Background: an optimization exercise with open tools, aiming at small area and few clock cycles. Do not read the settings as production practice. Function was checked by simulation only, so behaviour that the tests miss may differ from the original. Power is estimated from default activity; no workload was simulated.

<file path="design/flow/design.v">
module framegen (
    input  wire        clk,
    input  wire        rst,           
    input  wire        bus_valid,
    input  wire        bus_we,
    input  wire [5:0]  bus_addr,
    input  wire [1:0]  bus_size,      
    input  wire [31:0] bus_wdata,
    output wire        bus_ready,
    output reg  [31:0] bus_rdata,
    output wire        bus_err,
    output wire        tx_valid,
    output reg  [7:0]  tx_data,
    input  wire        tx_ready,
    output wire        irq
);
    localparam CMD_MAX = 128;
    localparam OP_NOP = 4'h0, OP_INIT = 4'h1, OP_CLR = 4'h2, OP_PUSH = 4'h3,
               OP_ENCODE = 4'h4, OP_ACK = 4'h5, OP_RESEND = 4'h6,
               OP_ERST = 4'h7, OP_CLREV = 4'h8, OP_RAW = 4'h9;
    localparam C_NONE = 4'd0, C_ILL_OP = 4'd1, C_ILL_RSVD = 4'd2, C_BUSY = 4'd3,
               C_RSTPEND = 4'd4, C_NOFRAME = 4'd5, C_TRUNC = 4'd6;
    localparam PH_N = 3'd0, PH_DIG = 3'd1, PH_SP = 3'd2, PH_BODY = 3'd3,
               PH_STAR = 3'd4, PH_CS = 3'd5, PH_LF = 3'd6;
    reg [31:0] seq;
    reg [39:0] sbcd;         
    reg        bcd_ok;
    reg [4:0]  bcnt;         
    reg [1:0]  streak;
    reg [7:0]  cmdlen;
    reg        cmdtrunc;
    reg [7:0]  cx;           
    reg [7:0]  framelen;
    reg [7:0]  txptr;
    reg        txbusy;
    reg        fvalid;
    reg [7:0]  chksum;
    reg        txdone, err_ill, err_state, seqwrap;
    reg [4:0]  ien_r;        
    reg [3:0]  errcause;
    reg [31:0] errcmd;
    wire [7:0] ien = {ien_r[4:1], 1'b0, ien_r[0], 2'b00};
    reg [2047:0] ring;
    reg [7:0]  rot;
    reg [7:0]  cb;           
    reg [7:0]  fb;           
    reg [7:0]  fe;           
    reg [7:0]  fa;           
    reg        f_raw;        
    reg [2:0]  ph;
    reg [1:0]  ci;           
    reg [7:0]  fq0, fq1, fq2, fq3;
    reg [1:0]  fwp, frp;
    reg [2:0]  fcnt;
    wire rstreq = (streak == 2'd3);
    wire [7:0] status_lo = {seqwrap, err_state, err_ill, txdone,
                            cmdtrunc, rstreq, fvalid, txbusy};
    assign irq = |(status_lo & ien);
    wire [31:0] status = {23'd0, irq, status_lo};
    integer k;
    reg [3:0] nd;            
    reg [3:0] dx;            
    always @(*) begin
        nd = 4'd1;
        dx = 4'd0;
        for (k = 0; k < 10; k = k + 1) begin
            dx = dx ^ sbcd[4*k +: 4];
            if (k > 0 && sbcd[4*k +: 4] != 4'd0) nd = k[3:0] + 4'd1;
        end
    end
    wire [7:0] hdr_x  = 8'h6E ^ (nd[0] ? 8'h30 : 8'h00) ^ {4'd0, dx};
    wire [7:0] chk_new = hdr_x ^ cx;
    wire [1:0] csn_new = (chk_new >= 8'd100) ? 2'd3 : (chk_new >= 8'd10) ? 2'd2 : 2'd1;
    wire [1:0] csn     = (chksum >= 8'd100) ? 2'd3 : (chksum >= 8'd10) ? 2'd2 : 2'd1;
    reg [39:0] sbcd_inc;
    reg        bc;
    always @(*) begin
        bc = 1'b1;
        for (k = 0; k < 10; k = k + 1) begin
            if (bc && sbcd[4*k +: 4] == 4'd9) begin
                sbcd_inc[4*k +: 4] = 4'd0;
            end else begin
                sbcd_inc[4*k +: 4] = sbcd[4*k +: 4] + {3'd0, bc};
                bc = 1'b0;
            end
        end
    end
    reg [39:0] dd_adj;
    always @(*) begin
        for (k = 0; k < 10; k = k + 1)
            dd_adj[4*k +: 4] = (bcnt != 5'd0 && sbcd[4*k +: 4] >= 4'd5) ? sbcd[4*k +: 4] + 4'd3
                             : (bcnt != 5'd0) ? sbcd[4*k +: 4] : 4'd0;
    end
    wire dd_bit = seq[~bcnt];
    wire [39:0] dd_next = {dd_adj[38:0], dd_bit};
    wire size_ok  = (bus_size == 2'd2) && (bus_addr[1:0] == 2'b00);
    wire [3:0] widx = bus_addr[5:2];
    wire rd_ok = (widx >= 4'd1) && (widx <= 4'd11);
    wire wr_ok = (widx == 4'd0) || (widx == 4'd2) || (widx == 4'd8);
    wire acc_ok = size_ok && (bus_we ? wr_ok : rd_ok);
    assign bus_err = !acc_ok;
    wire is_cmd   = bus_valid && bus_we && acc_ok && (widx == 4'd0);
    wire is_ienwr = bus_valid && bus_we && acc_ok && (widx == 4'd8);
    wire is_seqwr = bus_valid && bus_we && acc_ok && (widx == 4'd2);
    wire [31:0] w   = bus_wdata;
    wire [3:0]  op  = w[3:0];
    reg  [3:0]  cause;
    always @(*) begin
        cause = C_NONE;
        if (op >= 4'hA)
            cause = C_ILL_OP;
        else if (w[7:4] != 4'd0 || w[31:16] != 16'd0 || (op != OP_PUSH && w[15:8] != 8'd0))
            cause = C_ILL_RSVD;
        else begin
            case (op)
                OP_ENCODE: begin
                    if (txbusy)        cause = C_BUSY;
                    else if (rstreq)   cause = C_RSTPEND;
                    else if (cmdtrunc) cause = C_TRUNC;
                end
                OP_RAW: begin
                    if (txbusy)        cause = C_BUSY;
                    else if (cmdtrunc) cause = C_TRUNC;
                end
                OP_ACK, OP_RESEND: begin
                    if (txbusy)        cause = C_BUSY;
                    else if (rstreq)   cause = C_RSTPEND;
                    else if (!fvalid)  cause = C_NOFRAME;
                end
                OP_ERST: begin
                    if (txbusy)        cause = C_BUSY;
                end
                default: ;
            endcase
        end
    end
    wire refused = (cause != C_NONE);
    wire go      = is_cmd && !refused;
    wire [7:0] cwa      = cb + cmdlen;
    wire [7:0] rot1     = rot + 8'd1;
    wire push_align = (cwa == rot1);
    wire cmd_full   = cmdlen[7];
    wire raw_align  = (rot[1:0] == cb[1:0]) || (cmdlen == 8'd0);
    wire stall = go && (
                 (op == OP_PUSH   && !cmd_full && !push_align) ||
                 (op == OP_RAW    && !raw_align) ||
                 ((op == OP_ENCODE || op == OP_ACK) && !bcd_ok));
    assign bus_ready = bus_valid && !stall;
    wire cmd_fire = is_cmd && bus_ready;
    wire ok       = cmd_fire && !refused;
    wire do_init   = ok && op == OP_INIT;
    wire do_push   = ok && op == OP_PUSH && !cmd_full;
    wire do_enc    = ok && op == OP_ENCODE;
    wire do_raw    = ok && op == OP_RAW;
    wire do_resend = ok && op == OP_RESEND && streak != 2'd2;
    wire start     = do_enc || do_raw || do_resend;
    assign tx_valid = txbusy;
    wire tx_fire = txbusy & tx_ready;
    wire [7:0] fa_c  = (do_enc || do_raw) ? cb : do_resend ? fb : fa;
    wire [7:0] fe_c  = (do_enc || do_raw) ? cwa : fe;
    wire [2:0] fcnt_c = start ? 3'd0 : fcnt;
    wire [1:0] fwp_c  = start ? 2'd0 : fwp;
    wire       pop   = tx_fire && ph == PH_BODY;
    wire [7:0] tpos  = rot - fa_c;
    wire       fetch = (start || txbusy) && !do_init && (fa_c != fe_c) &&
                       (tpos[1:0] == 2'd0) && (!fcnt_c[2] || pop);
    reg  [7:0] tap;
    always @(*) begin
        tap = 8'd0;
        for (k = 0; k < 64; k = k + 1)
            tap = tap | (ring[32*k +: 8] & {8{tpos[7:2] == k[5:0]}});
    end
    reg [7:0] fhead;
    always @(*) begin
        case (frp)
            2'd0: fhead = fq0;
            2'd1: fhead = fq1;
            2'd2: fhead = fq2;
            default: fhead = fq3;
        endcase
    end
    wire [3:0] didx = nd - txptr[3:0];
    wire [3:0] hdig = sbcd[4*didx +: 4];
    wire [7:0] cs_h = chksum / 8'd100;
    wire [7:0] cs_t = (chksum / 8'd10) % 8'd10;
    wire [7:0] cs_o = chksum % 8'd10;
    wire [7:0] cdig = (ci == 2'd2) ? cs_h : (ci == 2'd1) ? cs_t : cs_o;
    always @(*) begin
        case (ph)
            PH_N:    tx_data = 8'h4E;
            PH_DIG:  tx_data = {4'h3, hdig};
            PH_SP:   tx_data = 8'h20;
            PH_BODY: tx_data = fhead;
            PH_STAR: tx_data = 8'h2A;
            PH_CS:   tx_data = 8'h30 + cdig;
            default: tx_data = 8'h0A;
        endcase
    end
    wire body_left = (fcnt != 3'd0) || (fa != fe);
    wire body_last = (fcnt == 3'd1) && (fa == fe);
    always @(posedge clk)
        ring <= {ring[2039:0], do_push ? w[15:8] : ring[2047:2040]};
    wire fneed = txbusy || (fvalid && !rstreq);
    wire hdr_busy = txbusy && !f_raw && (ph == PH_N || ph == PH_DIG);
    always @(posedge clk) begin
        if (rst) begin
            seq <= 32'd1; sbcd <= 40'd1; bcd_ok <= 1'b1; bcnt <= 5'd0;
            streak <= 2'd0;
            cmdlen <= 8'd0; cmdtrunc <= 1'b0; cx <= 8'd0;
            framelen <= 8'd0; txptr <= 8'd0; txbusy <= 1'b0;
            fvalid <= 1'b0; chksum <= 8'd0;
            txdone <= 1'b0; err_ill <= 1'b0; err_state <= 1'b0; seqwrap <= 1'b0;
            ien_r <= 5'd0; errcause <= 4'd0; errcmd <= 32'd0;
            rot <= 8'd0; cb <= 8'd1;
            fcnt <= 3'd0;
        end else begin
            rot <= rot1;
            if (fetch) begin
                case (fwp_c)
                    2'd0: fq0 <= tap;
                    2'd1: fq1 <= tap;
                    2'd2: fq2 <= tap;
                    default: fq3 <= tap;
                endcase
            end
            fwp  <= fwp_c + {1'b0, fetch};
            frp  <= (start ? 2'd0 : frp) + {1'b0, pop};
            fcnt <= fcnt_c + {2'd0, fetch} - {2'd0, pop};
            fa   <= fa_c + {7'd0, fetch};
            fe   <= fe_c;
            if (!bcd_ok && !hdr_busy) begin
                sbcd <= dd_next;
                bcnt <= bcnt + 5'd1;
                if (bcnt == 5'd31) bcd_ok <= 1'b1;
            end
            if (tx_fire) begin
                txptr <= txptr + 8'd1;
                case (ph)
                    PH_N:    ph <= PH_DIG;
                    PH_DIG:  if (txptr[3:0] == nd) ph <= PH_SP;
                    PH_SP:   ph <= body_left ? PH_BODY : PH_STAR;
                    PH_BODY: if (body_last) ph <= f_raw ? PH_LF : PH_STAR;
                    PH_STAR: begin ph <= PH_CS; ci <= csn - 2'd1; end
                    PH_CS:   begin ci <= ci - 2'd1; if (ci == 2'd0) ph <= PH_LF; end
                    default: begin
                        txbusy <= 1'b0;
                        txdone <= 1'b1;
                    end
                endcase
            end
            if (bus_ready && is_ienwr)
                ien_r <= {bus_wdata[7:4], bus_wdata[2]};
            if (bus_ready && is_seqwr) begin
                seq    <= bus_wdata;
                streak <= 2'd0;
                fvalid <= 1'b0;
                bcd_ok <= 1'b0;
                bcnt   <= 5'd0;
            end
            if (cmd_fire) begin
                if (refused) begin
                    if (cause == C_ILL_OP || cause == C_ILL_RSVD) err_ill <= 1'b1;
                    else                                        err_state <= 1'b1;
                    if (errcause == C_NONE) begin
                        errcause <= cause;
                        errcmd   <= w;
                    end
                end else begin
                    case (op)
                        OP_INIT: begin
                            seq <= 32'd1; sbcd <= 40'd1; bcd_ok <= 1'b1; bcnt <= 5'd0;
                            streak <= 2'd0;
                            cmdlen <= 8'd0; cmdtrunc <= 1'b0; cx <= 8'd0;
                            framelen <= 8'd0; txptr <= 8'd0; txbusy <= 1'b0;
                            fvalid <= 1'b0; chksum <= 8'd0;
                            txdone <= 1'b0; err_ill <= 1'b0; err_state <= 1'b0;
                            seqwrap <= 1'b0; errcause <= 4'd0; errcmd <= 32'd0;
                            cb <= rot + 8'd2;
                            fcnt <= 3'd0;
                        end
                        OP_CLR: begin
                            cmdlen <= 8'd0; cmdtrunc <= 1'b0; cx <= 8'd0;
                            cb <= fneed ? fe : rot + 8'd2;
                        end
                        OP_PUSH: begin
                            if (!cmd_full) begin
                                cmdlen <= cmdlen + 8'd1;
                                cx <= cx ^ w[15:8];
                            end else
                                cmdtrunc <= 1'b1;
                        end
                        OP_ENCODE: begin
                            framelen <= cmdlen + {4'd0, nd} + {6'd0, csn_new} + 8'd4;
                            chksum   <= chk_new;
                            fb       <= cb;
                            f_raw    <= 1'b0;
                            ph       <= PH_N;
                            txptr    <= 8'd0;
                            txbusy   <= 1'b1;
                            txdone   <= 1'b0;
                            fvalid   <= 1'b1;
                        end
                        OP_RAW: begin
                            framelen <= cmdlen + 8'd1;
                            fb       <= cb;
                            f_raw    <= 1'b1;
                            ph       <= (cmdlen == 8'd0) ? PH_LF : PH_BODY;
                            txptr    <= 8'd0;
                            txbusy   <= 1'b1;
                            txdone   <= 1'b0;
                            fvalid   <= 1'b0;
                        end
                        OP_ACK: begin
                            if (seq == 32'hFFFFFFFF) begin
                                seqwrap <= 1'b1;
                                sbcd <= 40'd0;
                            end else
                                sbcd <= sbcd_inc;
                            seq <= seq + 32'd1;
                            streak <= 2'd0;
                            fvalid <= 1'b0;
                        end
                        OP_RESEND: begin
                            streak <= streak + 2'd1;
                            if (streak != 2'd2) begin
                                ph     <= PH_N;
                                txptr  <= 8'd0;
                                txbusy <= 1'b1;
                                txdone <= 1'b0;
                            end
                        end
                        OP_ERST: begin
                            seq <= 32'd1; sbcd <= 40'd1; bcd_ok <= 1'b1; bcnt <= 5'd0;
                            streak <= 2'd0; fvalid <= 1'b0;
                        end
                        OP_CLREV: begin
                            txdone <= tx_fire && ph == PH_LF;
                            err_ill <= 1'b0; err_state <= 1'b0; seqwrap <= 1'b0;
                            errcause <= 4'd0; errcmd <= 32'd0;
                        end
                        default: ;
                    endcase
                end
            end
        end
    end
    always @(*) begin
        case (widx)
            4'd1:  bus_rdata = status;
            4'd2:  bus_rdata = seq;
            4'd3:  bus_rdata = {30'd0, streak};
            4'd4:  bus_rdata = {24'd0, chksum};
            4'd5:  bus_rdata = {24'd0, cmdlen};
            4'd6:  bus_rdata = {24'd0, framelen};
            4'd7:  bus_rdata = {24'd0, txptr};
            4'd8:  bus_rdata = {24'd0, ien};
            4'd9:  bus_rdata = {28'd0, errcause};
            4'd10: bus_rdata = errcmd;
            4'd11: bus_rdata = 32'h01030080;
            default: bus_rdata = 32'd0;
        endcase
    end
endmodule
</file>
<file path="design/flow/run.sh">
#!/bin/bash
# synth_recipe.tcl (not shown) runs the flow's synth.tcl, then flattens the netlist and writes it again
# the make line also repeats each setting of config.mk as NAME=value (left out here)
make -C /OpenROAD-flow-scripts/flow DESIGN_CONFIG=/design/flow/config.mk WORK_HOME=/design/flow/orfs CLKGATE_MAP_FILE= SYNTH_SCRIPT=/design/flow/synth_recipe.tcl finish
</file>
<file path="design/flow/config.mk">
export PLATFORM = sky130hd
export DESIGN_NAME = framegen
export DESIGN_NICKNAME = framegen
export VERILOG_FILES = /design/flow/design.v
export SDC_FILE = /design/flow/constraint.sdc
export NUM_CORES = 4
export LEC_CHECK = 0
export CAP_MARGIN = 20
export CORE_MARGIN = 2
export CORE_UTILIZATION = 40
export SLEW_MARGIN = 20
</file>
<file path="design/flow/constraint.sdc">
create_clock -name core_clock -period 10.0 [get_ports {clk}]
set_input_delay 2.0000 -clock core_clock [delete_from_list [all_inputs] [get_ports {clk}]]
set_output_delay 2.0000 -clock core_clock [all_outputs]
set_load 0.01 [all_outputs]
</file>
==> results.py, run 1 <==
metrics = {
    "die": {
        "ioPinCount": 89,
        "die_area_mm2": 0.163,
        "die_w_um": 404,
        "start_util_pct": 40.3,
        "die_h_um": 404,
        "core_mm2": 0.159,
        "row_count": 146,
    },
    "critical_path": {
        "worstPathArrival_ns": 7.30,
        "slowest_delay_ns": 0.65,
        "path_common_cell": "ha_1",
        "path_buf_inv": 2,
        "worstSetupPathType": "flop to primary output",
        "crit_family": "compound AO/OA/AOI/OAI gates",
        "path_cells": "ha_1, buf_4, nand2b_1, ha_1, nor2b_1, nor3_1, nand2_1, nand3_1, o21ai_0, a21oi_1, ha_1, nand2_1, o311ai_1, xnor2_1, ha_1, or2_2, and2_1, o211a_1, o21ai_1, ha_1, nand2_1, nand2_1, a211oi_1, clkdlybuf4s50_1",
        "rrSetupSlack_ns": 2.51,
        "worst_setup_path_end_kind": "primary output",
        "start_kind": "flop",
        "required_ns": 8.00,
        "cp_max_fo": 20,
        "cpMaxStageDelayCell": "nor3_1",
    },
    "yosys": {
        "syn_area_mm2": 0.0640,
        "synth_warnings": 1,
        "ys_async_sr_fraction_pct": 0,
        "ys.flop_type": "dfxtp_1",
        "synth_cell_types": 101,
        "yosysTopAreaCell": "dfxtp_1",
        "synth_edf_count": 66,
        "synth_cells": 5010,
        "ys_top_cells_by_area": "dfxtp_1, edfxtp_1, nor2_1",
        "avgSynthCellArea_um2": 12.8,
        "synth.top_cell.area_share_pct": 69.9,
        "yosys_register_bits": 2300,
        "ys_seq_area_share_pct": 73.0,
        "synth_fp_nets": 5154,
    },
    "placed_design": {
        "dp_hpwl_um": 132000,
        "gp_congestion": 0.960,
        "portBuffers": 88,
        "dp.cells": 7045,
        "placed_area_mm2": 0.0674,
    },
    "pwr": {
        "leakage_nw": 28.3,
        "p_sw_w": 0.00383,
        "p_per_area_mw_per_mm2": 237,
        "p_clk_share_pct": 45.5,
        "vdd_drop_max_uv": 201,
        "p_int_w": 0.0139,
        "power_frac_comb_pct": 2.4,
        "power_frac_seq_pct": 52.1,
        "fin_total_pwr_w": 0.0177,
        "switching_share_pct": 21.6,
    },
    "sta": {
        "final-setup-viol-count": 0,
        "slew_violations": 0,
        "hold_viol_final": 0,
        "clock_skew_ns": 0.0847,
        "period_share_pct": 93.0,
        "period_minus_slack_ns": 9.30,
        "slew-limit-headroom_pct": 17.1,
        "whs_ns": 0.276,
        "fin_setup_tns_ns": 0,
        "tightest_slew_ns": 1.24,
        "fmax_mhz": 107,
        "rsz0062_at_grt": "no",
    },
    "worst_hold_path": {
        "min_path_type": "flop to flop",
    },
    "drt": {
        "ant_nets": 0,
        "viasPerCell": 5.26,
        "post_drt_wl_per_cell_um": 24.8,
        "drt_drc_violations_left": 0,
        "wl_um": 184000,
        "drt_iter0_drc": 3901,
        "vias": 39100,
        "dr.pass1.iters": 7,
    },
    "clocking": {
        "ctsLongestPathBuffers": 3,
        "postCtsSetupBuffers": 0,
        "htree_levels": 4,
        "clock_latency_ns": 0.86,
        "cts-root-buf": "clkbuf_16",
        "clk_pin_slew_worst_paths_ns": 0.07,
        "cts_hold_buffers": 0,
        "clock_sinks": 2300,
        "numCtsBuffers": 202,
        "cts_tree": "done",
    },
    "final_layout": {
        "ff_latch_area_mm2": 0.0467,
        "num-nets-final": 5321,
        "multiInputGateArea_mm2": 0.0163,
        "final_area_mm2": 0.0746,
        "layout_commonest_cell": "dfxtp_1",
        "layout_common_cells": "dfxtp_1, nor2_1, nand2_1",
        "drive_above_1_share_pct": 10.4,
        "area_growth_pct": 16.6,
        "fillCellCount": 14000,
        "fin_cells": 7425,
    },
    "grt": {
        "overflow": 0,
        "grt_pass1_vias": 37100,
        "antenna_found_initial": 11,
        "grt_max_degree": 66,
        "grt_pass1_wl_um": 262000,
        "grt_usage_pct": 22.1,
    },
    "job": {
        "drv_cap": 0,
    },
    "run_status": {
        "status": "finished clean",
    },
}
[flip-flops by register name, summed over array words and instances, names as in the netlist, 32 cells and up]
| register | flops |
|---|---|
| sbcd | 40 |
| seq | 32 |
| errcmd | 32 |
| ring | 2048 |
[synth_stat cells, types with 25 or more instances]
cell type	number
dfxtp_1	2234
nor2_1	323
nand2_1	248
a21oi_1	236
clkbuf_1	169
a22oi_1	144
nand3_1	140
o21ai_0	136
xnor2_1	125
ha_1	93
inv_1	76
nor3_1	72
edfxtp_1	66
nand4_1	60
a22o_1	59
a32oi_1	59
xor2_1	58
mux2i_1	54
nor4_1	44
a31oi_1	42
and3_1	38
mux2_2	30
nand2b_1	30
nor2b_1	29
buf_2	28
a211oi_1	26
mux4_2	26
a221oi_1	25
[logic make-up (layout without fill, tap and decap cells)]
| group | Yosys count | count (layout) | synth area share (%) |
|---|---|---|---|
| AO/OA/AOI/OAI | 936 | 936 | 10.2 |
| XOR/XNOR | 185 | 185 | 2.57 |
| adder cells (fa/ha/maj) | 99 | 99 | 2.01 |
| buffers and inverters | 296 | 634 | 1.82 |
| flip-flops | 2300 | 2300 | 73.0 |
| multiplexers | 110 | 110 | 2.29 |
| other | 0 | 5 | 0 |
| AND/OR/NAND/NOR | 1084 | 1084 | 8.15 |
[path summary, 6_finish.rpt]
| kind | from | cells past startpoint | end |
|---|---|---|---|
| worst max register to register | cmdlen[0] | 25 | fq0[5] |
| worst min-delay path | ring[382] | 0 | ring[390] |
| worst min register to register | ring[382] | 0 | ring[390] |
| worst max-delay path | ci[0] | 24 | tx_data[5] |
[power groups by stage]
stage	logic (W)	registers (W)	clock network (W)
after floorplan	0.000203	0.00942	0
after global routing	0.000433	0.00921	0.00857
final	0.000425	0.00922	0.00806
after detailed placement	0.000409	0.00943	0
after global placement	0.000406	0.00943	0
after CTS	0.000410	0.00922	0.00820
[stage by stage]
step	utilization [%]	setup WS (ns)
finish	47.1	0.695
global route	47.1	0.150
CTS	47.0	0.307
detailed placement	42.5	0.496
global placement	42.5	0.267
floorplan	-	2.55
[routing by layer]
metal | wire, um | track usage, %
met1 | 79400 | 29.5
met2 | 80800 | 34.2
met3 | 13900 | 4.53
met4 | 9730 | 10.8
met5 | 14 | 0
[area by class of cell]
class | count | area share (%)
Antenna cell | 5 | 0.0168
Clock buffer | 282 | 7.82
Clock inverter | 93 | 1.76
Inverter | 78 | 0.392
Multi-Input combinational cell | 2414 | 21.8
Sequential cell | 2300 | 62.6
Tap cell | 2072 | 3.47
Timing Repair Buffer | 181 | 2.13
[timing repair]
action	4_1_cts	5_1_grt
gates resized for setup	0	1
setup endpoints to repair	0	1
hold endpoints to repair	0	0
Testbench counts, summed over its fixed seeds: cycles 41,068.
==> run 2, diff against run 1 <==
--- a/design/flow/design.v
+++ b/design/flow/design.v
@@ -20,4 +20,4 @@
                OP_ERST = 4'h7, OP_CLREV = 4'h8, OP_RAW = 4'h9;
-    localparam C_NONE = 4'd0, C_ILL_OP = 4'd1, C_ILL_RSVD = 4'd2, C_BUSY = 4'd3,
-               C_RSTPEND = 4'd4, C_NOFRAME = 4'd5, C_TRUNC = 4'd6;
+    localparam C_NONE = 3'd0, C_ILL_OP = 3'd1, C_ILL_RSVD = 3'd2, C_BUSY = 3'd3,
+               C_RSTPEND = 3'd4, C_NOFRAME = 3'd5, C_TRUNC = 3'd6;
     localparam PH_N = 3'd0, PH_DIG = 3'd1, PH_SP = 3'd2, PH_BODY = 3'd3,
@@ -39,3 +39,3 @@
     reg [4:0]  ien_r;        
-    reg [3:0]  errcause;
+    reg [2:0]  errcause;
     reg [31:0] errcmd;
@@ -43,10 +43,7 @@
     reg [2047:0] ring;
-    reg [7:0]  rot;
-    reg [7:0]  cb;           
-    reg [7:0]  fb;           
-    reg [7:0]  fe;           
-    reg [7:0]  fa;           
+    reg [7:0]  cd;           
+    reg [7:0]  fbp;          
+    reg [7:0]  fd;           
     reg        f_raw;        
     reg [2:0]  ph;
-    reg [1:0]  ci;           
     reg [7:0]  fq0, fq1, fq2, fq3;
@@ -106,3 +103,3 @@
     wire [3:0]  op  = w[3:0];
-    reg  [3:0]  cause;
+    reg  [2:0]  cause;
     always @(*) begin
@@ -138,7 +135,6 @@
     wire go      = is_cmd && !refused;
-    wire [7:0] cwa      = cb + cmdlen;
-    wire [7:0] rot1     = rot + 8'd1;
-    wire push_align = (cwa == rot1);
+    wire [7:0] c0p  = cmdlen + ~cd;      
+    wire push_align = (cd == 8'd0);
     wire cmd_full   = cmdlen[7];
-    wire raw_align  = (rot[1:0] == cb[1:0]) || (cmdlen == 8'd0);
+    wire raw_align  = (c0p[1:0] == 2'd0) || (cmdlen == 8'd0);
     wire stall = go && (
@@ -158,4 +154,3 @@
     wire tx_fire = txbusy & tx_ready;
-    wire [7:0] fa_c  = (do_enc || do_raw) ? cb : do_resend ? fb : fa;
-    wire [7:0] fe_c  = (do_enc || do_raw) ? cwa : fe;
+    wire [7:0] fd_c  = (do_enc || do_raw) ? c0p : do_resend ? fbp : fd;
     wire [2:0] fcnt_c = start ? 3'd0 : fcnt;
@@ -163,5 +158,3 @@
     wire       pop   = tx_fire && ph == PH_BODY;
-    wire [7:0] tpos  = rot - fa_c;
-    wire       fetch = (start || txbusy) && !do_init && (fa_c != fe_c) &&
-                       (tpos[1:0] == 2'd0) && (!fcnt_c[2] || pop);
+    wire       fetch = (start || txbusy) && (fd_c[1:0] == 2'd0) && (!fcnt_c[2] || pop);
     reg  [7:0] tap;
@@ -170,3 +163,3 @@
         for (k = 0; k < 64; k = k + 1)
-            tap = tap | (ring[32*k +: 8] & {8{tpos[7:2] == k[5:0]}});
+            tap = tap | (ring[32*k +: 8] & {8{fd_c[7:2] == k[5:0]}});
     end
@@ -186,2 +179,4 @@
     wire [7:0] cs_o = chksum % 8'd10;
+    wire [7:0] rem  = framelen - txptr;      
+    wire [1:0] ci   = rem[1:0] - 2'd2;       
     wire [7:0] cdig = (ci == 2'd2) ? cs_h : (ci == 2'd1) ? cs_t : cs_o;
@@ -198,4 +193,3 @@
     end
-    wire body_left = (fcnt != 3'd0) || (fa != fe);
-    wire body_last = (fcnt == 3'd1) && (fa == fe);
+    wire body_end = f_raw ? (rem == 8'd2) : (rem == {6'd0, csn} + 8'd3);
     always @(posedge clk)
@@ -212,7 +206,8 @@
             txdone <= 1'b0; err_ill <= 1'b0; err_state <= 1'b0; seqwrap <= 1'b0;
-            ien_r <= 5'd0; errcause <= 4'd0; errcmd <= 32'd0;
-            rot <= 8'd0; cb <= 8'd1;
+            ien_r <= 5'd0; errcause <= 3'd0; errcmd <= 32'd0;
+            cd <= 8'd0;
             fcnt <= 3'd0;
         end else begin
-            rot <= rot1;
+            cd  <= cd - {7'd0, !do_push};
+            fbp <= ((do_enc || do_raw) ? c0p : fbp) + 8'd1;
             if (fetch) begin
@@ -228,4 +223,3 @@
             fcnt <= fcnt_c + {2'd0, fetch} - {2'd0, pop};
-            fa   <= fa_c + {7'd0, fetch};
-            fe   <= fe_c;
+            fd   <= fd_c + {7'd0, !fetch};
             if (!bcd_ok && !hdr_busy) begin
@@ -240,6 +234,6 @@
                     PH_DIG:  if (txptr[3:0] == nd) ph <= PH_SP;
-                    PH_SP:   ph <= body_left ? PH_BODY : PH_STAR;
-                    PH_BODY: if (body_last) ph <= f_raw ? PH_LF : PH_STAR;
-                    PH_STAR: begin ph <= PH_CS; ci <= csn - 2'd1; end
-                    PH_CS:   begin ci <= ci - 2'd1; if (ci == 2'd0) ph <= PH_LF; end
+                    PH_SP:   ph <= body_end ? PH_STAR : PH_BODY;
+                    PH_BODY: if (body_end) ph <= f_raw ? PH_LF : PH_STAR;
+                    PH_STAR: ph <= PH_CS;
+                    PH_CS:   if (ci == 2'd0) ph <= PH_LF;
                     default: begin
@@ -276,4 +270,4 @@
                             txdone <= 1'b0; err_ill <= 1'b0; err_state <= 1'b0;
-                            seqwrap <= 1'b0; errcause <= 4'd0; errcmd <= 32'd0;
-                            cb <= rot + 8'd2;
+                            seqwrap <= 1'b0; errcause <= 3'd0; errcmd <= 32'd0;
+                            cd <= 8'd0;
                             fcnt <= 3'd0;
@@ -282,3 +276,3 @@
                             cmdlen <= 8'd0; cmdtrunc <= 1'b0; cx <= 8'd0;
-                            cb <= fneed ? fe : rot + 8'd2;
+                            cd <= fneed ? 8'd126 - fbp : 8'd0;
                         end
@@ -294,3 +288,2 @@
                             chksum   <= chk_new;
-                            fb       <= cb;
                             f_raw    <= 1'b0;
@@ -304,3 +297,2 @@
                             framelen <= cmdlen + 8'd1;
-                            fb       <= cb;
                             f_raw    <= 1'b1;
@@ -338,3 +330,3 @@
                             err_ill <= 1'b0; err_state <= 1'b0; seqwrap <= 1'b0;
-                            errcause <= 4'd0; errcmd <= 32'd0;
+                            errcause <= 3'd0; errcmd <= 32'd0;
                         end
@@ -356,3 +348,3 @@
             4'd8:  bus_rdata = {24'd0, ien};
-            4'd9:  bus_rdata = {28'd0, errcause};
+            4'd9:  bus_rdata = {29'd0, errcause};
             4'd10: bus_rdata = errcmd;
--- a/design/flow/config.mk
+++ b/design/flow/config.mk
@@ -9,3 +9,5 @@
 export CORE_MARGIN = 2
-export CORE_UTILIZATION = 40
+export CORE_UTILIZATION = 65
+export CTS_CLUSTER_DIAMETER = 100
+export CTS_CLUSTER_SIZE = 30
 export SLEW_MARGIN = 20
==> results.py, run 2 <==
metrics = {
    "sta": {
        "period_share_pct": 93.9,
        "hold_viol_final": 0,
        "clock_skew_ns": 0.0391,
        "fin_setup_tns_ns": 0,
        "slew-limit-headroom_pct": 15.7,
        "period_minus_slack_ns": 9.39,
        "final-setup-viol-count": 0,
        "slew_violations": 0,
        "rsz0062_at_grt": "no",
        "fmax_mhz": 106,
        "tightest_slew_ns": 1.26,
    },
    "drt": {
        "drt_iter0_drc": 5055,
        "wl_um": 170000,
        "viasPerCell": 6.08,
        "drt_drc_violations_left": 0,
        "dr.pass1.iters": 13,
        "post_drt_wl_per_cell_um": 27.2,
        "vias": 38100,
        "ant_nets": 0,
    },
    "critical_path": {
        "slowest_delay_ns": 0.67,
        "required_ns": 8.00,
        "cp_max_fo": 13,
        "cpMaxStageDelayCell": "fa_1",
        "worstPathArrival_ns": 7.39,
        "rrSetupSlack_ns": 3.54,
        "start_kind": "flop",
        "worst_setup_path_end_kind": "primary output",
        "r2r_start": "cmdlen[0]",
        "worstSetupPathType": "flop to primary output",
        "reg2reg_depth": 15,
        "timing.rr.end": "fq1[1]",
    },
    "die": {
        "die_h_um": 315,
        "core_mm2": 0.0963,
        "ioPinCount": 89,
        "row_count": 114,
        "die_area_mm2": 0.0992,
        "die_w_um": 315,
        "start_util_pct": 65.3,
    },
    "final_layout": {
        "multiInputGateArea_mm2": 0.0156,
        "num-nets-final": 5097,
        "layout_commonest_cell": "dfxtp_1",
        "ff_latch_area_mm2": 0.0462,
        "fin_cells": 6260,
        "largest-register": "ring",
        "layout_common_cells": "dfxtp_1, nor2_1, nand2_1",
        "largest_reg_flops": 2048,
        "final_area_mm2": 0.0680,
        "reg_top3": "ring: 2048 flops, sbcd: 40 flops",
        "drive_above_1_share_pct": 6.37,
        "fillCellCount": 6507,
        "area_growth_pct": 8.12,
    },
    "worst_hold_path": {
        "hold_path_depth": 0,
        "min_path_type": "flop to flop",
        "min_from": "ring[1817]",
        "min_to": "ring[1825]",
    },
    "yosys": {
        "avgSynthCellArea_um2": 12.8,
        "synthTopCellsByCount": "dfxtp_1, nor2_1, nand2_1",
        "synth_cells": 4893,
        "ys_async_sr_fraction_pct": 0,
        "synth_cell_types": 97,
        "synth_edf_count": 56,
        "ys_seq_area_share_pct": 73.6,
        "yosysTopAreaCell": "dfxtp_1",
        "synthMostInstantiatedCell": "dfxtp_1",
        "synth.top_cell.area_share_pct": 70.9,
        "ys.flop_type": "dfxtp_1",
        "syn_area_mm2": 0.0629,
        "synth_warnings": 1,
        "synth_fp_nets": 5038,
        "ys_top_cells_by_area": "dfxtp_1, edfxtp_1, a22oi_1",
        "yosys_register_bits": 2282,
    },
    "grt": {
        "antenna_found_initial": 9,
        "overflow": 0,
        "grt_usage_pct": 34.0,
        "grt_max_degree": 87,
        "grt_pass1_vias": 35700,
        "grt_pass1_wl_um": 244000,
    },
    "clocking": {
        "clock_sinks": 2282,
        "clock_latency_ns": 0.73,
        "cts_tree": "done",
        "ctsLongestPathBuffers": 3,
        "numCtsBuffers": 89,
        "cts-root-buf": "clkbuf_16",
        "clk_pin_slew_worst_paths_ns": 0.11,
        "postCtsSetupBuffers": 0,
        "htree_levels": 3,
    },
    "pwr": {
        "fin_total_pwr_w": 0.0140,
        "vdd_drop_max_uv": 205,
        "p_per_area_mw_per_mm2": 206,
        "leakage_nw": 25.9,
    },
    "run_status": {
        "status": "finished clean",
    },
    "placed_design": {
        "placed_area_mm2": 0.0653,
        "dp_hpwl_um": 120000,
        "portBuffers": 88,
        "dp.cells": 6137,
        "gp_congestion": 1.10,
    },
    "job": {
        "drv_cap": 0,
    },
}
run 2: final cells by class:
type                    count  share of cell area [%]
diodes                      4                  0.0147
clock buffers             105                    3.46
clock inverters            14                   0.361
inverters                  91                   0.503
multi-input cells        2304                    22.9
flip-flops and latches   2282                    68.0
well taps                1276                    2.35
repair buffers            184                    2.35
run 2: power by group:
group	leakage (nW)	total, W	internal [W]	switching (W)
logic	6.09	0.000389	0.000112	0.000278
registers	18.5	0.00915	0.00913	0.0000200
clock network	1.26	0.00444	0.00173	0.00271
total	25.9	0.0140	0.0110	0.00301
run 2: cells by family after synthesis:
group / Yosys count / synth area share [%]
flops: 2282 / 73.6
simple gates: 1088 / 8.53
compound gates: 874 / 9.81
buf+inv: 307 / 1.93
xor+xnor: 169 / 2.35
fa+ha+maj: 100 / 2.07
mux: 73 / 1.73
run 2: worst max-delay path by stage:
| stage | from | end | slack, ns | cells after the start |
|---|---|---|---|---|
| 2_1_floorplan | txptr[0] | tx_data[5] | 2.30 | 26 |
| 3_3_place_gp | txptr[0] | tx_data[5] | 1.14 | 26 |
| 3_5_place_dp | txptr[0] | tx_data[5] | 1.05 | 26 |
| 4_1_cts | txptr[0] | tx_data[5] | 0.24 | 26 |
| 5_1_grt | txptr[0] | tx_data[5] | 0.14 | 26 |
| 6_report | txptr[0] | tx_data[5] | 0.61 | 25 |
run 2: critical path: cells and delay by family (launching register included):
kind | cells | cell delay (ns)
xor gates and xnor gates | 1 | 0.15
buffers and inverters | 2 | 0.58
and+or+nand+nor | 11 | 2.10
AOI/OAI and AO/OA | 6 | 1.66
DFF | 1 | 0.47
adders and majority gates | 5 | 1.71
run 2: metrics by stage:
step	utilization, %	setup slack, ns	hold WS (ns)
after floorplan	-	2.30	0.310
after global placement	67.9	1.14	0.310
after detailed placement	67.9	1.05	0.312
after CTS	70.6	0.242	0.319
after global routing	70.6	0.144	0.324
final	70.6	0.610	0.318
run 2: timing repair:
| item | 4_1_cts | 5_1_grt |
|---|---|---|
| hold buffers | 0 | 0 |
| resized for setup | 0 | 3 |
| endpoints found under the setup margin | 0 | 2 |
run 2: metal layers:
| layer | wire length, um | global-route usage (%) |
|---|---|---|
| met5 | 103 | 0.193 |
| met3 | 16200 | 8.53 |
| met1 | 67000 | 44.1 |
| met4 | 11800 | 18.9 |
| met2 | 74900 | 52.4 |
Testbench counts of run 2, summed over its fixed seeds: cycles 41,068.
==> run 3, diff against run 2 <==
--- a/design/flow/design.v
+++ b/design/flow/design.v
@@ -176,5 +176,15 @@
     wire [3:0] hdig = sbcd[4*didx +: 4];
-    wire [7:0] cs_h = chksum / 8'd100;
-    wire [7:0] cs_t = (chksum / 8'd10) % 8'd10;
-    wire [7:0] cs_o = chksum % 8'd10;
+    reg [11:0] csb;
+    integer j;
+    always @(*) begin
+        csb = 12'd0;
+        for (j = 7; j >= 0; j = j - 1) begin
+            if (csb[3:0] >= 4'd5) csb[3:0] = csb[3:0] + 4'd3;
+            if (csb[7:4] >= 4'd5) csb[7:4] = csb[7:4] + 4'd3;
+            csb = {csb[10:0], chksum[j]};
+        end
+    end
+    wire [7:0] cs_h = {4'd0, csb[11:8]};
+    wire [7:0] cs_t = {4'd0, csb[7:4]};
+    wire [7:0] cs_o = {4'd0, csb[3:0]};
     wire [7:0] rem  = framelen - txptr;      
==> design/flow/flow/run.sh (new file) <==
#!/bin/bash
# The standard layout (standard.sh) with three changes:
#  - synthesis: abc maps for area (see flow/abc.tcl);
#  - clock tree synthesis: sink clusters of 24 within 80 um, no dummy loads;
#  - the ports are buffered with the smallest buffer.
# Each tool's full output stays in ORFS's step logs under orfs/logs/; the
# make output goes to standard.log.
set -euo pipefail
W=$PWD
cat flow/abc.tcl synth_recipe.tcl > own_synth.tcl
sed "s|SYNTH_SCRIPT=[^ ']*|SYNTH_SCRIPT=$W/own_synth.tcl|" standard.sh > own_standard.sh
grep -q "SYNTH_SCRIPT=$W/own_synth.tcl" own_standard.sh
export CTS_ARGS="-sink_clustering_enable -repair_clock_nets -sink_clustering_size 24 -sink_clustering_max_diameter 80 -dont_use_dummy_load"
export BUFFER_PORTS_ARGS="-buffer_cell sky130_fd_sc_hd__buf_1"
bash own_standard.sh > standard.log 2>&1
==> design/flow/flow/abc.tcl (new file) <==
# Prepended to the standard flow's synthesis script: abc maps with its default script
# for the 10 ns clock period in ps (the standard flow's passes the period in ns, which
# abc reads as ps), so it maps for area and inserts no buffers. Everything
# else, flip-flop mapping and register names included, is the standard flow's.
proc abc {args} {
  set i [lsearch -exact $args -script]
  if {$i >= 0} { set args [lreplace $args $i [expr {$i + 1}]] }
  set i [lsearch -exact $args -D]
  if {$i >= 0} { set args [lreplace $args $i [expr {$i + 1}] -D 10000] }
  yosys abc {*}$args
}
==> design/flow/standard.sh (new file) <==
#!/bin/bash
# synth_recipe.tcl (not shown) runs the flow's synth.tcl, then flattens the netlist and writes it again
# the make line also repeats each setting of config.mk as NAME=value (left out here)
make -C /OpenROAD-flow-scripts/flow DESIGN_CONFIG=/design/flow/config.mk WORK_HOME=/design/flow/orfs CLKGATE_MAP_FILE= SYNTH_SCRIPT=/design/flow/synth_recipe.tcl "${@:-finish}"
--- a/design/flow/config.mk
+++ b/design/flow/config.mk
@@ -10,4 +10,2 @@
 export CORE_UTILIZATION = 65
-export CTS_CLUSTER_DIAMETER = 100
-export CTS_CLUSTER_SIZE = 30
 export SLEW_MARGIN = 20
removed: design/flow/run.sh
==> results.py, run 3 <==
metrics = {
    "grt": {
        "grt_usage_pct": 36.2,
        "grt_pass1_vias": 33800,
        "grt_pass1_wl_um": 243000,
        "use_met2_pct": 54.3,
        "met1_usage_pct": 48.7,
        "overflow": 0,
        "grt.met3_usage_pct": 9.80,
        "busiest_layer": "met2",
        "grt_max_degree": 89,
        "antenna_found_initial": 26,
    },
    "worst_hold_path": {
        "min_path_type": "flop to flop",
        "hold_path_depth": 0,
    },
    "sta": {
        "fin_setup_tns_ns": 0,
        "tightest_slew_ns": 1.30,
        "clock_skew_ns": 0.0941,
        "fmax_mhz": 112,
        "final-setup-viol-count": 0,
        "fin_ws_ns": 1.06,
        "hold_viol_final": 0,
        "slew-limit-headroom_pct": 13.0,
        "period_share_pct": 89.4,
        "rsz0062_at_grt": "no",
        "slew_violations": 0,
        "period_minus_slack_ns": 8.94,
    },
    "final_layout": {
        "area_growth_pct": 7.52,
        "reg_top3": "ring: 2048 flops, sbcd: 40 flops",
        "fillCellCount": 5935,
        "layout_common_cells": "dfxtp_1, nor2_1, a21oi_1",
        "largest-register": "ring",
        "drive_above_1_share_pct": 4.65,
        "post-route-util_pct": 70.7,
        "layout_commonest_cell": "dfxtp_1",
        "num-nets-final": 4755,
        "largest_reg_flops": 2048,
    },
    "yosys": {
        "yosys.area_share.simple_pct": 7.16,
        "ys_async_sr_fraction_pct": 0,
        "synth_top_family_by_area": "compound AO/OA/AOI/OAI gates",
        "synthMostInstantiatedCell": "dfxtp_1",
        "synth_cell_types": 66,
        "synthTopCellsByCount": "dfxtp_1, nor2_1, a21oi_1",
        "avgSynthCellArea_um2": 13.4,
        "ys_top_cells_by_area": "dfxtp_1, edfxtp_1, nor2_1",
        "synth.top_cell.area_share_pct": 73.9,
        "synth_compound_area_share_pct": 8.46,
        "synthAdderAreaFrac_pct": 2.35,
        "synth_cells": 4487,
        "synth_fp_nets": 4641,
        "synth_edf_count": 56,
        "ys_seq_area_share_pct": 76.7,
        "yosysTopAreaCell": "dfxtp_1",
        "synth_mux_area_share_pct": 1.76,
        "yosys_register_bits": 2282,
        "synth_warnings": 1,
        "ys.flop_type": "dfxtp_1",
        "syn_area_mm2": 0.0603,
        "synth-xor-area-share_pct": 2.19,
    },
    "pwr": {
        "p_per_area_mw_per_mm2": 215,
        "vdd_drop_max_uv": 183,
        "leakage_nw": 25.3,
    },
    "die": {
        "core_mm2": 0.0918,
        "row_count": 111,
        "die_h_um": 309,
        "start_util_pct": 65.7,
        "die_w_um": 309,
        "die_area_mm2": 0.0953,
        "ioPinCount": 89,
    },
    "placed_design": {
        "portBuffers": 88,
        "dp_hpwl_um": 124000,
        "pre_cts_ws_ns": 1.09,
        "gp_congestion": 1.04,
    },
    "critical_path": {
        "path_buf_inv": 5,
        "start_kind": "flop",
        "cp.depth": 26,
        "slowest_delay_ns": 0.60,
        "worst_setup_path_end_kind": "primary output",
        "worstSetupPathType": "flop to primary output",
        "cpMaxStageDelayCell": "dfxtp_1",
        "cp_max_fo": 8,
        "path_common_cell": "ha_1",
        "worstPathArrival_ns": 6.94,
        "crit_family": "compound AO/OA/AOI/OAI gates",
        "required_ns": 8.00,
        "reg2reg_depth": 15,
    },
    "clocking": {
        "clock_latency_ns": 0.75,
        "ctsLongestPathBuffers": 3,
        "cts_hold_buffers": 0,
        "htree_levels": 3,
        "cts.repair.resized": 0,
        "clock_sinks": 2282,
        "postCtsSetupBuffers": 0,
        "clk_pin_slew_worst_paths_ns": 0.10,
        "cts_tree": "done",
        "numCtsBuffers": 109,
        "cts-root-buf": "clkbuf_16",
    },
    "drt": {
        "vias": 35500,
        "wl_um": 173000,
        "ant_nets": 0,
        "drt_iter0_drc": 5671,
        "viasPerCell": 6.06,
        "dr.pass1.iters": 19,
        "post_drt_wl_per_cell_um": 29.6,
        "drt_drc_violations_left": 0,
    },
    "job": {
        "drv_cap": 0,
    },
    "run_status": {
        "status": "finished clean",
    },
}
run 3: metal layers:
layer	vias up	wire (um)
met2	2018	74300
met4	16	10400
met3	480	18200
li1	15700	-
met5	-	182
met1	17200	69800
run 3: power by group:
group | internal, W | switching [W]
combinational | 0.0000598 | 0.000147
clock | 0.00194 | 0.00268
sequential | 0.00913 | 0.0000172
total | 0.0111 | 0.00285
run 3: final timing paths:
kind                   from         end  slack (ns)
hold reg to reg   ring[141]   ring[149]        0.27
setup / recovery  chksum[6]  tx_data[0]        1.06
hold / removal    ring[141]   ring[149]        0.27
setup reg to reg  streak[0]      fq0[1]        3.08
run 3: cells by family (layout without fill, tap and decap cells):
logic type / Yosys count / count (layout)
other: 0 / 8
buffers and inverters: 229 / 341
flip-flops: 2282 / 2282
XOR/XNOR: 151 / 151
adder cells (fa/ha/maj): 109 / 109
multiplexers: 83 / 83
AO/OA/AOI/OAI: 718 / 718
AND/OR/NAND/NOR: 915 / 915
run 3: per-stage QoR:
stage          cell area (um2)  instances  total power, W  hold slack (ns)
6_report                 64900       5850          0.0140            0.267
5_1_grt                  64800       5844          0.0143            0.266
4_1_cts                  64800       5841          0.0140            0.271
3_5_place_dp             62100       5732         0.00956            0.312
3_3_place_gp             62100       5732         0.00956            0.310
2_1_floorplan            60300       4487         0.00948            0.310
run 3: final cells by class:
type / instances / area (um2) / share of cell area, %
diodes: 8 / 20.0 / 0.0309
clock buffers: 109 / 2730 / 4.21
inverters: 99 / 372 / 0.573
multi-input cells: 1976 / 13300 / 20.5
flip-flops and latches: 2282 / 46200 / 71.3
well taps: 1243 / 1560 / 2.40
repair buffers: 133 / 672 / 1.04
Testbench counts of run 3, summed over its fixed seeds: cycles 41,068.
==> run 4, diff against run 3 <==
--- a/design/flow/flow/run.sh
+++ b/design/flow/flow/run.sh
@@ -3,3 +3,3 @@
 #  - synthesis: abc maps for area (see flow/abc.tcl);
-#  - clock tree synthesis: sink clusters of 24 within 80 um, no dummy loads;
+#  - clock tree synthesis: sink clusters of 16 within 60 um, clkbuf_8 only, no dummy loads;
 #  - the ports are buffered with the smallest buffer.
@@ -12,3 +12,3 @@
 grep -q "SYNTH_SCRIPT=$W/own_synth.tcl" own_standard.sh
-export CTS_ARGS="-sink_clustering_enable -repair_clock_nets -sink_clustering_size 24 -sink_clustering_max_diameter 80 -dont_use_dummy_load"
+export CTS_ARGS="-sink_clustering_enable -repair_clock_nets -sink_clustering_size 16 -sink_clustering_max_diameter 60 -dont_use_dummy_load -buf_list sky130_fd_sc_hd__clkbuf_8"
 export BUFFER_PORTS_ARGS="-buffer_cell sky130_fd_sc_hd__buf_1"
--- a/design/flow/config.mk
+++ b/design/flow/config.mk
@@ -9,3 +9,3 @@
 export CORE_MARGIN = 2
-export CORE_UTILIZATION = 65
+export CORE_UTILIZATION = 60
 export SLEW_MARGIN = 20
==> results.py, run 4 <==
metrics = {
    "run_status": {
        "status": "finished clean",
    },
    "sta": {
        "tightest_slew_ns": 1.25,
        "slew-limit-headroom_pct": 16.1,
        "fmax_mhz": 112,
        "fin_setup_tns_ns": 0,
        "whs_ns": 0.248,
        "period_minus_slack_ns": 8.96,
        "period_share_pct": 89.6,
        "clock_skew_ns": 0.0958,
        "rsz0062_at_grt": "no",
        "hold_viol_final": 0,
        "final-setup-viol-count": 0,
        "slew_violations": 0,
    },
    "yosys": {
        "ys_top_cells_by_area": "dfxtp_1, edfxtp_1, nor2_1",
        "synth_edf_count": 56,
        "ys_seq_area_share_pct": 76.7,
        "synth_fp_nets": 4641,
        "yosys_register_bits": 2282,
        "ys_async_sr_fraction_pct": 0,
        "synth_cells": 4487,
        "synth_warnings": 1,
        "synth.top_cell.area_share_pct": 73.9,
        "yosysTopAreaCell": "dfxtp_1",
        "syn_area_mm2": 0.0603,
        "synthTopCellsByCount": "dfxtp_1, nor2_1, a21oi_1",
        "synth_cell_types": 66,
        "avgSynthCellArea_um2": 13.4,
        "synthMostInstantiatedCell": "dfxtp_1",
        "ys.flop_type": "dfxtp_1",
    },
    "clocking": {
        "cts_hold_buffers": 0,
        "numCtsBuffers": 171,
        "cts.repair.resized": 0,
        "htree_levels": 4,
        "clk_pin_slew_worst_paths_ns": 0.10,
        "cts_tree": "done",
        "clock_sinks": 2282,
        "cts-root-buf": "clkbuf_8",
        "ctsLongestPathBuffers": 3,
        "clock_latency_ns": 0.92,
        "postCtsSetupBuffers": 0,
    },
    "pwr": {
        "p_per_area_mw_per_mm2": 209,
        "p_sw_w": 0.00275,
        "fin_total_pwr_w": 0.0135,
        "vdd_drop_max_uv": 174,
        "p_clk_share_pct": 30.5,
        "p_int_w": 0.0107,
        "leakage_nw": 25.2,
        "switching_share_pct": 20.4,
        "power_frac_comb_pct": 1.5,
        "power_frac_seq_pct": 67.9,
    },
    "grt": {
        "overflow": 0,
        "grt_usage_pct": 31.4,
        "grt_max_degree": 74,
        "grt_pass1_wl_um": 229000,
        "antenna_found_initial": 16,
        "grt_pass1_vias": 31700,
    },
    "critical_path": {
        "worstSetupPathType": "flop to primary output",
        "worstPathArrival_ns": 6.96,
        "path_common_cell": "ha_1",
        "worst_setup_path_end_kind": "primary output",
        "path_buf_inv": 5,
        "slowest_delay_ns": 0.58,
        "crit_family": "compound AO/OA/AOI/OAI gates",
        "start_kind": "flop",
        "required_ns": 8.00,
        "cpMaxStageDelayCell": "dfxtp_1",
        "cp_max_fo": 8,
    },
    "drt": {
        "post_drt_wl_per_cell_um": 27.4,
        "vias": 34400,
        "drt_iter0_drc": 4517,
        "viasPerCell": 5.77,
        "ant_nets": 0,
        "dr.pass1.iters": 10,
        "wl_um": 163000,
        "drt_drc_violations_left": 0,
    },
    "final_layout": {
        "fin_cells": 5964,
        "layout_common_cells": "dfxtp_1, nor2_1, clkbuf_8",
        "largest_reg_flops": 2048,
        "post-route-util_pct": 64.7,
        "fillCellCount": 7453,
        "area_growth_pct": 7.02,
        "largest-register": "ring",
        "multiInputGateArea_mm2": 0.0133,
        "num-nets-final": 4820,
        "layout_commonest_cell": "dfxtp_1",
        "drive_above_1_share_pct": 6.02,
        "ff_latch_area_mm2": 0.0462,
        "reg_top3": "ring: 2048 flops, sbcd: 40 flops",
    },
    "worst_hold_path": {
        "min_path_type": "flop to flop",
    },
    "placed_design": {
        "gp_congestion": 0.995,
        "dp_hpwl_um": 124000,
        "dp.cells": 5791,
        "portBuffers": 88,
    },
    "die": {
        "die_w_um": 321,
        "die_h_um": 321,
        "core_mm2": 0.0999,
        "ioPinCount": 89,
        "start_util_pct": 60.4,
        "row_count": 116,
        "die_area_mm2": 0.103,
    },
    "job": {
        "drv_cap": 0,
    },
}
[run 4: cell types whose count changed in the layout (fill, tap and decap cells not counted), sizes merged]
cell | before | now
buf | 131 | 135
diode | 8 | 2
clkbuf | 111 | 172
[run 4: worst paths after layout]
| kind | start | to | slack [ns] | cells past startpoint |
|---|---|---|---|---|
| hold reg to reg | ring[1807] | ring[1815] | 0.25 | 0 |
| hold / removal | ring[1807] | ring[1815] | 0.25 | 0 |
| setup reg to reg | cmdlen[0] | fq2[5] | 3.24 | 15 |
| setup / recovery | chksum[6] | tx_data[0] | 1.04 | 26 |
[run 4: power by group through the flow]
stage / logic, W / registers, W / clock network, W
floorplan: 0.000128 / 0.00935 / 0
finish: 0.000208 / 0.00915 / 0.00411
global placement: 0.000200 / 0.00936 / 0
detailed placement: 0.000202 / 0.00936 / 0
global route: 0.000223 / 0.00915 / 0.00452
CTS: 0.000203 / 0.00915 / 0.00419
[run 4: cell type report]
class	instances	share of cell area [%]
Sequential cell	2282	71.6
Multi-Input combinational cell	1976	20.6
Clock buffer	171	3.65
Tap cell	1298	2.52
Timing Repair Buffer	136	1.08
Inverter	99	0.576
Antenna cell	2	0.00775
[run 4: metal layers]
layer  track usage, %  wire length (um)  part of all wire [%]  up-vias
met5                0                 0                     0        -
met4             15.6              9070                   5.6        0
met3             5.23             12200                   7.5      374
met2             47.1             70300                    43     1449
met1             44.5             71600                    44    16800
li1                 -                 -                     -    15800
[run 4: metrics by stage]
stage	setup WS, ns	instance area (um2)
4_1_cts	0.964	64600
6_report	1.04	64600
3_5_place_dp	1.07	62200
5_1_grt	0.378	64600
3_3_place_gp	1.37	62200
2_1_floorplan	3.22	60300
[run 4: worst register-to-register path, stage by stage (launching register included)]
cell and delay (ns):
dfxtp_1 0.56, ha_1 0.24, inv_1 0.06, fa_1 0.54, a21oi_1 0.10, o31ai_1 0.25
o41a_1 0.38, nand4_1 0.52, o21ai_0 0.57, o211ai_1 0.41, nand3_1 0.66, nor2_1 0.40
a222oi_1 1.03, nand2_1 0.10, nor4_1 0.28, nand3_1 0.33
[run 4: cells by family after synthesis]
| group | Yosys count | share of synthesized area, % |
|---|---|---|
| AO/OA/AOI/OAI | 718 | 8.46 |
| AND/OR/NAND/NOR | 915 | 7.16 |
| multiplexers | 83 | 1.76 |
| flip-flops | 2282 | 76.7 |
| XOR/XNOR | 151 | 2.19 |
| buffers and inverters | 229 | 1.42 |
| adder cells (fa/ha/maj) | 109 | 2.35 |
==> run 5, diff against run 4 <==
--- a/design/flow/flow/run.sh
+++ b/design/flow/flow/run.sh
@@ -3,3 +3,3 @@
 #  - synthesis: abc maps for area (see flow/abc.tcl);
-#  - clock tree synthesis: sink clusters of 16 within 60 um, clkbuf_8 only, no dummy loads;
+#  - clock tree synthesis: sink clusters of 20 within 70 um, clkbuf_8 only, no dummy loads;
 #  - the ports are buffered with the smallest buffer.
@@ -12,3 +12,3 @@
 grep -q "SYNTH_SCRIPT=$W/own_synth.tcl" own_standard.sh
-export CTS_ARGS="-sink_clustering_enable -repair_clock_nets -sink_clustering_size 16 -sink_clustering_max_diameter 60 -dont_use_dummy_load -buf_list sky130_fd_sc_hd__clkbuf_8"
+export CTS_ARGS="-sink_clustering_enable -repair_clock_nets -sink_clustering_size 20 -sink_clustering_max_diameter 70 -dont_use_dummy_load -buf_list sky130_fd_sc_hd__clkbuf_8"
 export BUFFER_PORTS_ARGS="-buffer_cell sky130_fd_sc_hd__buf_1"
==> results.py, run 5 <==
metrics = {
    "clocking": {
        "cts.repair.resized": 0,
        "numCtsBuffers": 138,
        "cts-root-buf": "clkbuf_8",
        "clk_pin_slew_worst_paths_ns": 0.12,
        "postCtsSetupBuffers": 0,
        "ctsLongestPathBuffers": 3,
        "cts_hold_buffers": 0,
        "cts_tree": "done",
        "clock_sinks": 2282,
        "htree_levels": 4,
        "clock_latency_ns": 0.88,
    },
    "sta": {
        "period_minus_slack_ns": 9.00,
        "slew_violations": 0,
        "fin_setup_tns_ns": 0,
        "clock_skew_ns": 0.107,
        "final-setup-viol-count": 0,
        "slew-limit-headroom_pct": 13.4,
        "rsz0062_at_grt": "no",
        "tightest_slew_ns": 1.29,
        "whs_ns": 0.280,
        "hold_viol_final": 0,
        "period_share_pct": 90.0,
        "fmax_mhz": 111,
    },
    "grt": {
        "grt_usage_pct": 31.3,
        "grt_max_degree": 74,
        "antenna_found_initial": 15,
        "grt_pass1_wl_um": 228000,
        "overflow": 0,
        "grt_pass1_vias": 31300,
    },
    "die": {
        "ioPinCount": 89,
        "row_count": 116,
        "start_util_pct": 60.4,
        "die_area_mm2": 0.103,
        "die_h_um": 321,
        "core_mm2": 0.0999,
        "die_w_um": 321,
    },
    "yosys": {
        "ys_async_sr_fraction_pct": 0,
        "ys_seq_area_share_pct": 76.7,
        "ys.flop_type": "dfxtp_1",
        "yosys_register_bits": 2282,
        "synthMostInstantiatedCell": "dfxtp_1",
        "synthTopCellsByCount": "dfxtp_1, nor2_1, a21oi_1",
        "synth.top_cell.area_share_pct": 73.9,
        "avgSynthCellArea_um2": 13.4,
        "synth_cells": 4487,
        "syn_area_mm2": 0.0603,
        "yosysTopAreaCell": "dfxtp_1",
        "ys_top_cells_by_area": "dfxtp_1, edfxtp_1, nor2_1",
        "synth_warnings": 1,
        "synth_cell_types": 66,
        "synth_fp_nets": 4641,
        "synth_edf_count": 56,
    },
    "final_layout": {
        "largest_reg_flops": 2048,
        "layout_common_cells": "dfxtp_1, nor2_1, a21oi_1",
        "drive_above_1_share_pct": 5.36,
        "num-nets-final": 4787,
        "layout_commonest_cell": "dfxtp_1",
        "fin_cells": 5936,
        "reg_top3": "ring: 2048 flops, sbcd: 40 flops",
        "largest-register": "ring",
        "area_growth_pct": 6.29,
    },
    "job": {
        "drv_cap": 0,
    },
    "run_status": {
        "status": "finished clean",
    },
    "drt": {
        "drt_drc_violations_left": 0,
        "viasPerCell": 5.79,
        "post_drt_wl_per_cell_um": 27.4,
        "drt_iter0_drc": 4669,
        "wl_um": 163000,
        "dr.pass1.iters": 10,
        "vias": 34400,
        "ant_nets": 0,
    },
    "critical_path": {
        "worstSetupPathType": "flop to primary output",
        "worst_setup_path_end_kind": "primary output",
        "required_ns": 8.00,
        "cp_max_fo": 8,
        "start_kind": "flop",
        "worstPathArrival_ns": 7.00,
    },
    "pwr": {
        "power_frac_seq_pct": 69.8,
        "vdd_drop_max_uv": 193,
        "p_per_area_mw_per_mm2": 205,
        "p_sw_w": 0.00267,
        "p_clk_share_pct": 28.6,
        "power_frac_comb_pct": 1.6,
        "switching_share_pct": 20.4,
        "leakage_nw": 25.0,
        "p_int_w": 0.0104,
    },
    "placed_design": {
        "gp_congestion": 0.995,
        "portBuffers": 88,
        "dp.cells": 5791,
        "dp_hpwl_um": 124000,
    },
    "worst_hold_path": {
        "min_path_type": "flop to flop",
    },
}
-- run 5: cell counts after synthesis --
No cell type changed its count.
-- run 5: worst max-delay path, cell delays in order, from the launching register on --
cell and delay [ns]:
dfxtp_1 0.59, inv_1 0.16, ha_1 0.22, o21ai_0 0.26, xnor2_1 0.20, ha_1 0.24, nor2b_1 0.13, o21ai_0 0.38
xnor2_1 0.25, ha_1 0.20, nand2b_1 0.09, a21boi_0 0.16, a211oi_1 0.52, inv_1 0.09, ha_1 0.19, inv_1 0.05
ha_1 0.20, a21oi_1 0.10, xnor2_1 0.29, inv_1 0.11, ha_1 0.21, nor2b_1 0.13, o21a_1 0.21, a2111oi_0 0.42
a31oi_1 0.08, o211ai_1 0.45, buf_1 0.22
-- run 5: routing by layer --
layer | part of all wire (%) | vias up | global-route usage [%]
met5 | 0.0086 | - | 0
met4 | 5.2 | 2 | 14.7
met3 | 7.8 | 345 | 5.45
met2 | 43 | 1493 | 47.1
met1 | 44 | 16800 | 44.3
li1 | - | 15800 | -
-- run 5: kinds of logic (layout without fill, tap and decap cells) --
kind of cell	Yosys count	in the layout	synth area share, %
compound gates	718	718	8.46
flops	2282	2282	76.7
simple gates	915	915	7.16
mux	83	83	1.76
other cells	0	7	0
fa+ha+maj	109	109	2.35
xor+xnor	151	151	2.19
buf+inv	229	373	1.42
-- run 5: final timing paths --
check / startpoint / end / slack, ns / cells after the start
setup / recovery: chksum[6] / tx_data[0] / 1.00 / 26
hold / removal: ring[396] / ring[404] / 0.28 / 0
setup reg to reg: cmdlen[0] / fq2[0] / 3.29 / 15
hold reg to reg: ring[396] / ring[404] / 0.28 / 0
-- run 5: power groups by stage --
stage	Clock, W	Combinational (W)	Sequential, W
finish	0.00376	0.000208	0.00915
global route	0.00414	0.000223	0.00916
CTS	0.00383	0.000203	0.00915
detailed placement	0	0.000202	0.00936
global placement	0	0.000200	0.00936
floorplan	0	0.000128	0.00935
-- run 5: through the flow --
step	instance area (um2)	utilization [%]	total power [W]	worst slack, ns
finish	64100	64.2	0.0131	1.00
global route	64100	64.2	0.0135	0.368
CTS	64100	64.2	0.0132	0.954
detailed placement	62200	62.3	0.00956	1.07
global placement	62200	62.3	0.00956	1.37
floorplan	60300	-	0.00948	3.22
-- run 5: final cells by class --
type                            instances  area [um2]
Antenna cell                            7        17.5
Clock buffer                          138        1900
Fill cell                            7476       35700
Inverter                               99         372
Multi-Input combinational cell       1976       13300
Sequential cell                      2282       46200
Tap cell                             1298        1620
Timing Repair Buffer                  136         694
==> run 6, diff against run 5 <==
--- a/design/flow/flow/run.sh
+++ b/design/flow/flow/run.sh
@@ -3,3 +3,3 @@
 #  - synthesis: abc maps for area (see flow/abc.tcl);
-#  - clock tree synthesis: sink clusters of 20 within 70 um, clkbuf_8 only, no dummy loads;
+#  - clock tree synthesis: sink clusters of 10 within 50 um, clkbuf_4 only, no dummy loads;
 #  - the ports are buffered with the smallest buffer.
@@ -12,3 +12,3 @@
 grep -q "SYNTH_SCRIPT=$W/own_synth.tcl" own_standard.sh
-export CTS_ARGS="-sink_clustering_enable -repair_clock_nets -sink_clustering_size 20 -sink_clustering_max_diameter 70 -dont_use_dummy_load -buf_list sky130_fd_sc_hd__clkbuf_8"
+export CTS_ARGS="-sink_clustering_enable -repair_clock_nets -sink_clustering_size 10 -sink_clustering_max_diameter 50 -dont_use_dummy_load -buf_list sky130_fd_sc_hd__clkbuf_4"
 export BUFFER_PORTS_ARGS="-buffer_cell sky130_fd_sc_hd__buf_1"
==> results.py, run 6 <==
metrics = {
    "run_status": {
        "status": "finished clean",
    },
    "sta": {
        "period_share_pct": 92.8,
        "fin_setup_tns_ns": 0,
        "tightest_slew_ns": 1.29,
        "slew-limit-headroom_pct": 14.0,
        "fmax_mhz": 108,
        "clock_skew_ns": 0.112,
        "slew_violations": 0,
        "whs_ns": 0.216,
        "hold_viol_final": 0,
    },
    "critical_path": {
        "r2r_start": "cmdlen[0]",
        "reg2reg_depth": 15,
        "slowest_delay_ns": 0.58,
        "worst_setup_path_end_kind": "primary output",
        "required_ns": 8.00,
        "start_kind": "flop",
        "cp.depth": 26,
        "worstSetupEndpoint": "tx_data[0]",
        "cp_max_fo": 8,
        "worstPathArrival_ns": 7.28,
        "worstSetupPathType": "flop to primary output",
        "rrSetupSlack_ns": 3.23,
        "path_buf_inv": 5,
        "path_common_cell": "ha_1",
        "startpoint": "chksum[6]",
    },
    "final_layout": {
        "final_area_mm2": 0.0644,
        "largest_reg_flops": 2048,
        "area_growth_pct": 6.75,
        "drive_above_1_share_pct": 8.34,
        "fillCellCount": 7505,
        "layout_common_cells": "dfxtp_1, nor2_1, clkbuf_4",
    },
    "yosys": {
        "synth.top_cell.area_share_pct": 73.9,
        "ys_top_cells_by_area": "dfxtp_1, edfxtp_1, nor2_1",
        "synth_edf_count": 56,
        "yosysTopAreaCell": "dfxtp_1",
        "ys.flop_type": "dfxtp_1",
        "synth_warnings": 1,
        "ys_async_sr_fraction_pct": 0,
        "synth_cells": 4487,
        "synthMostInstantiatedCell": "dfxtp_1",
        "yosys_register_bits": 2282,
    },
    "placed_design": {
        "dp_hpwl_um": 124000,
        "gp_congestion": 0.995,
        "placed_area_mm2": 0.0622,
        "dp.cells": 5791,
    },
    "drt": {
        "vias": 35300,
        "ant_nets": 0,
        "post_drt_wl_per_cell_um": 26.9,
        "drt_drc_violations_left": 0,
        "dr.pass1.iters": 10,
        "viasPerCell": 5.80,
        "wl_um": 164000,
    },
    "clocking": {
        "cts_hold_buffers": 0,
        "ctsLongestPathBuffers": 4,
        "numCtsBuffers": 289,
        "postCtsSetupBuffers": 0,
        "clock_sinks": 2282,
        "htree_levels": 5,
        "cts-root-buf": "clkbuf_4",
        "clock_latency_ns": 1.19,
        "cts.repair.resized": 0,
    },
    "die": {
        "die_w_um": 321,
        "die_area_mm2": 0.103,
        "start_util_pct": 60.4,
        "row_count": 116,
    },
    "grt": {
        "grt_pass1_wl_um": 231000,
        "overflow": 0,
        "antenna_found_initial": 22,
        "grt_usage_pct": 31.7,
    },
    "pwr": {
        "vdd_drop_max_uv": 164,
        "leakage_nw": 25.3,
    },
}
[run 6: cell counts after synthesis]
No cell type changed its count.
[run 6: layout make-up]
cell class              count  area [um2]  area share [%]
clock buffers             289        2170            3.37
multi-input cells        1976       13300            20.6
flip-flops and latches   2282       46200            71.8
inverters                  99         372           0.577
diodes                     12        30.0          0.0466
repair buffers            136         694            1.08
well taps                1298        1620            2.52
[run 6: report_power, final]
part	leakage (nW)	total (W)	switching, W	internal [W]
clock	1.33	0.00394	0.00261	0.00134
combinational	5.47	0.000207	0.000147	0.0000599
sequential	18.5	0.00915	0.0000178	0.00913
[run 6: worst reg2reg max path, cell delays in order, from the launching register on]
cell and delay (ns):
dfxtp_1 0.55, ha_1 0.24, inv_1 0.06, fa_1 0.55
a21oi_1 0.10, o31ai_1 0.24, o41a_1 0.39, nand4_1 0.53
o21ai_0 0.56, o211ai_1 0.40, nand3_1 0.65, nor2_1 0.40
a222oi_1 1.04, nand2_1 0.11, nor4_1 0.26, nand3_1 0.33
[run 6: logic make-up after synthesis]
kind of cell	after synthesis	share of synthesized area [%]
AOI/OAI and AO/OA	718	8.46
and+or+nand+nor	915	7.16
muxes	83	1.76
DFF	2282	76.7
buffers and inverters	229	1.42
xor gates and xnor gates	151	2.19
adders and majority gates	109	2.35
[run 6: worst min-delay path by stage]
stage	startpoint	endpoint	slack, ns	cells after the start
global placement	ring[497]	ring[505]	0.31	0
detailed placement	ring[653]	ring[661]	0.31	0
CTS	ring[1807]	ring[1815]	0.22	0
floorplan	ring[1000]	ring[1008]	0.31	0
global route	ring[1807]	ring[1815]	0.22	0
finish	ring[1807]	ring[1815]	0.22	0
[run 6: through the flow]
step / setup slack [ns] / util [%] / total power [W]
2_1_floorplan: 3.22 / - / 0.00948
3_3_place_gp: 1.37 / 62.3 / 0.00956
3_5_place_dp: 1.07 / 62.3 / 0.00956
4_1_cts: 0.619 / 64.5 / 0.0134
5_1_grt: 0.0433 / 64.5 / 0.0138
6_report: 0.721 / 64.5 / 0.0133
[run 6: metal layers]
metal  track usage (%)  vias up  share of wire (%)
met4              15.2        6                5.0
met5                 0        -              0.054
li1                  -    16200                  -
met3              5.98      401                8.4
met2              47.9     1717                 44
met1              44.2    17000                 43

Re-timed with assumed drivers on the ports (clkbuf_16 on the clock, buf_2 on other inputs), run 6 has 0.648 ns of setup slack against 0.721 ns with ideal ports, and 0.990 ns once port delays also move by the mid clock arrival of 1.214 ns.
